Background: an optimization exercise with open tools, aiming at small area, a short achievable clock period and few clock cycles. Do not read the settings as production practice. RTL that was checked went through simulation tests only; none was proved equivalent to the original. Power figures rest on the tool's default switching activity, not on a simulated workload.

== job 772 ==
## counter_rtc
module counter_rtc (
    input  wire        clk,
    input  wire        rst,
    input  wire        in_valid,
    output wire        in_ready,
    input  wire        in_tick,
    input  wire [31:0] in_w0,
    input  wire [31:0] in_w1,
    input  wire [31:0] in_w2,
    input  wire [31:0] in_w3,
    input  wire [31:0] in_w4,
    output wire        out_valid,
    output wire        out_event,
    output wire [31:0] out_w0,
    output wire [31:0] out_w1,
    output wire [31:0] out_w2,
    output wire [31:0] out_w3,
    output wire [31:0] out_w4
);
For scale: roughly 2000 cells after synthesis, about 390 flip-flops, roughly 330 I/O pins, roughly 0.022 mm^2 of cells after synthesis.
==> flow/config.mk <==
export PLATFORM = sky130hd
export DESIGN_NAME = counter_rtc
export DESIGN_NICKNAME = counter_rtc
export VERILOG_FILES = /design/flow/design.v
export SDC_FILE = /design/flow/constraint.sdc
export NUM_CORES = 4
export LEC_CHECK = 0
export CAP_MARGIN = 20
export CORE_MARGIN = 2
export CORE_UTILIZATION = 40
export SETUP_SLACK_MARGIN = 5
export SLEW_MARGIN = 20
==> flow/constraint.sdc <==
create_clock -name core_clock -period 12.0 [get_ports {clk}]
set_input_delay 2.4000 -clock core_clock [delete_from_list [all_inputs] [get_ports {clk}]]
set_output_delay 2.4000 -clock core_clock [all_outputs]
set_load 0.01 [all_outputs]
standard.sh (not shown) runs the stock make flow with config.mk's settings and CLKGATE_MAP_FILE= SYNTH_SCRIPT=/design/flow/synth_recipe.tcl, a recipe that flattens the netlist after the stock synthesis.
==> flow/flow/run.sh <==
#!/bin/bash
# Layout flow: the standard layout (standard.sh: the standard synthesis,
# floorplan, power grid, placement, clock tree and routing at the design's
# clock period and constraints), with two make settings changed:
#  - the buffer put on every input and output port is buf_1 instead of the
#    flow's default choice;
set -euo pipefail
cd "$(dirname "$0")/.."
bash standard.sh \
  BUFFER_PORTS_ARGS="-buffer_cell sky130_fd_sc_hd__buf_1" \
  SETUP_SLACK_MARGIN=7 \
  finish > standard_flow.log 2>&1
What job 2251 does differently from job 772 at the input level:
diff --git a/flow/design.v b/flow/design.v
--- a/flow/design.v
+++ b/flow/design.v
@@ -53,18 +53,21 @@
     reg        o_event;
     reg        o_b0;           
     reg        o_b1;           
     reg [2:0]  o_code;
     reg        o_late;
     reg        m_k;            
     reg        o_time;         
     reg [1:0]  o_ev;           
     reg [1:0]  o_ga;           
+    wire busy = p_fire1 | p_eval0 | p_eval1 | p_sa | p_isx | p_resp;
+    assign in_ready = !busy;
+    wire acc = in_valid && !busy;
     wire [14:0] lm;
     genvar gi;
     generate
         for (gi = 0; gi < 15; gi = gi + 1) begin : g_lm
             assign lm[gi] = freq_log2 < (4'd15 - gi);
         end
     endgenerate
     wire [22:0] bm    = {lm, 8'hFF};
     wire [45:0] lmx   = {31'd0, lm};
@@ -107,21 +110,18 @@
     wire [45:0] tt  = {t_s, in_w2[14:0]};
     wire        msel     = m_k;
     wire [45:0] m_tgt    = msel ? a_tgt[1] : a_tgt[0];
     wire        m_gt     = lt46(tv, m_tgt);                 
     wire        m_blk_eq = (((tv ^ m_tgt) & ~bmx) == 46'd0);
     wire        m_tck_eq = (((tv ^ m_tgt) & ~lmx) == 46'd0);
     wire        m_cmpnz  = ((m_tgt[22:0] & cmask) != 23'd0);
     wire        m_active = msel ? a_active[1] : a_active[0];
     wire s_arm = m_blk_eq && !m_tck_eq && m_gt;     
-    wire busy = p_fire1 | p_eval0 | p_eval1 | p_sa | p_isx | p_resp;
-    assign in_ready = !busy;
-    wire acc = in_valid && !busy;
     wire e_arm  = m_active && m_blk_eq && m_cmpnz;
     wire e_fire = m_active && (m_blk_eq ? !m_cmpnz : !m_gt);
     wire e_late = !m_blk_eq;
     wire [45:0] tvo = tv | lmx;
     reg  [45:0] tv_inc;
     always @(*) begin
         tv_inc[0] = ~tvo[0];
         for (i = 1; i < 46; i = i + 1)
             tv_inc[i] = tvo[i] ^ (&(tvo | ~((46'd1 << i) - 46'd1)));
==> comparison <==
Both conditions hold for job 2251: the flow ran to the end and the final layout passed the timing, DRC and antenna checks.
Job 772: flow completed, timing, DRC and antenna clean
| insertion delay of the later-clocked pin in the worst-skew pair | job 2251 vs job 772 | ≈ equal |
Changes observed in job 2251 relative to job 772: total detailed-routing wirelength fell 3.9%, register share of the cell area climbed 1.2 points, overall power shows a reduction of 1.6%, critical path data required time decreased by 2.69 ns relative to the old numbers, design area decreased by about 3% relative to the old numbers.
Job 772 ended up with or4_1 as its cell with the largest stage delay on the worst path; job 2251 ended up with a222oi_1.
Testbench counts of job 2251, summed over its fixed seeds: cycles 17,727.
No functional check of the RTL was part of job 772.

-- separate check: timing with driven ports --
How much do the figures lean on ideal ports? The routed layouts below were timed once more, with nothing changed but the port constraints.
Step 1, drivers: a clkbuf_16 drives clk and a buf_2 each remaining input, both assumed.
Step 2 moves the port delays by t, midway between the first and last clock arrival at a register: inputs arrive t later, outputs are due t later. That takes back most of the time a late clock gives input paths.
Slacks: no drivers / after step 1 / after step 2; pairs: no drivers / after step 1.
| run | t (ns) | setup WS [ns] | pins driven straight from the clock port |
|---|---|---|---|
| job 772 | 0.637 | 7.022 / 7.035 / 6.422 | 1 |
| job 2251 | 0.641 | 7.052 / 6.994 / 6.463 | 1 |
After both steps every run listed still meets setup and hold. For job 772, which loses most, drivers alone change the setup slack by +0.013 ns; drivers and shift together by -0.600 ns.
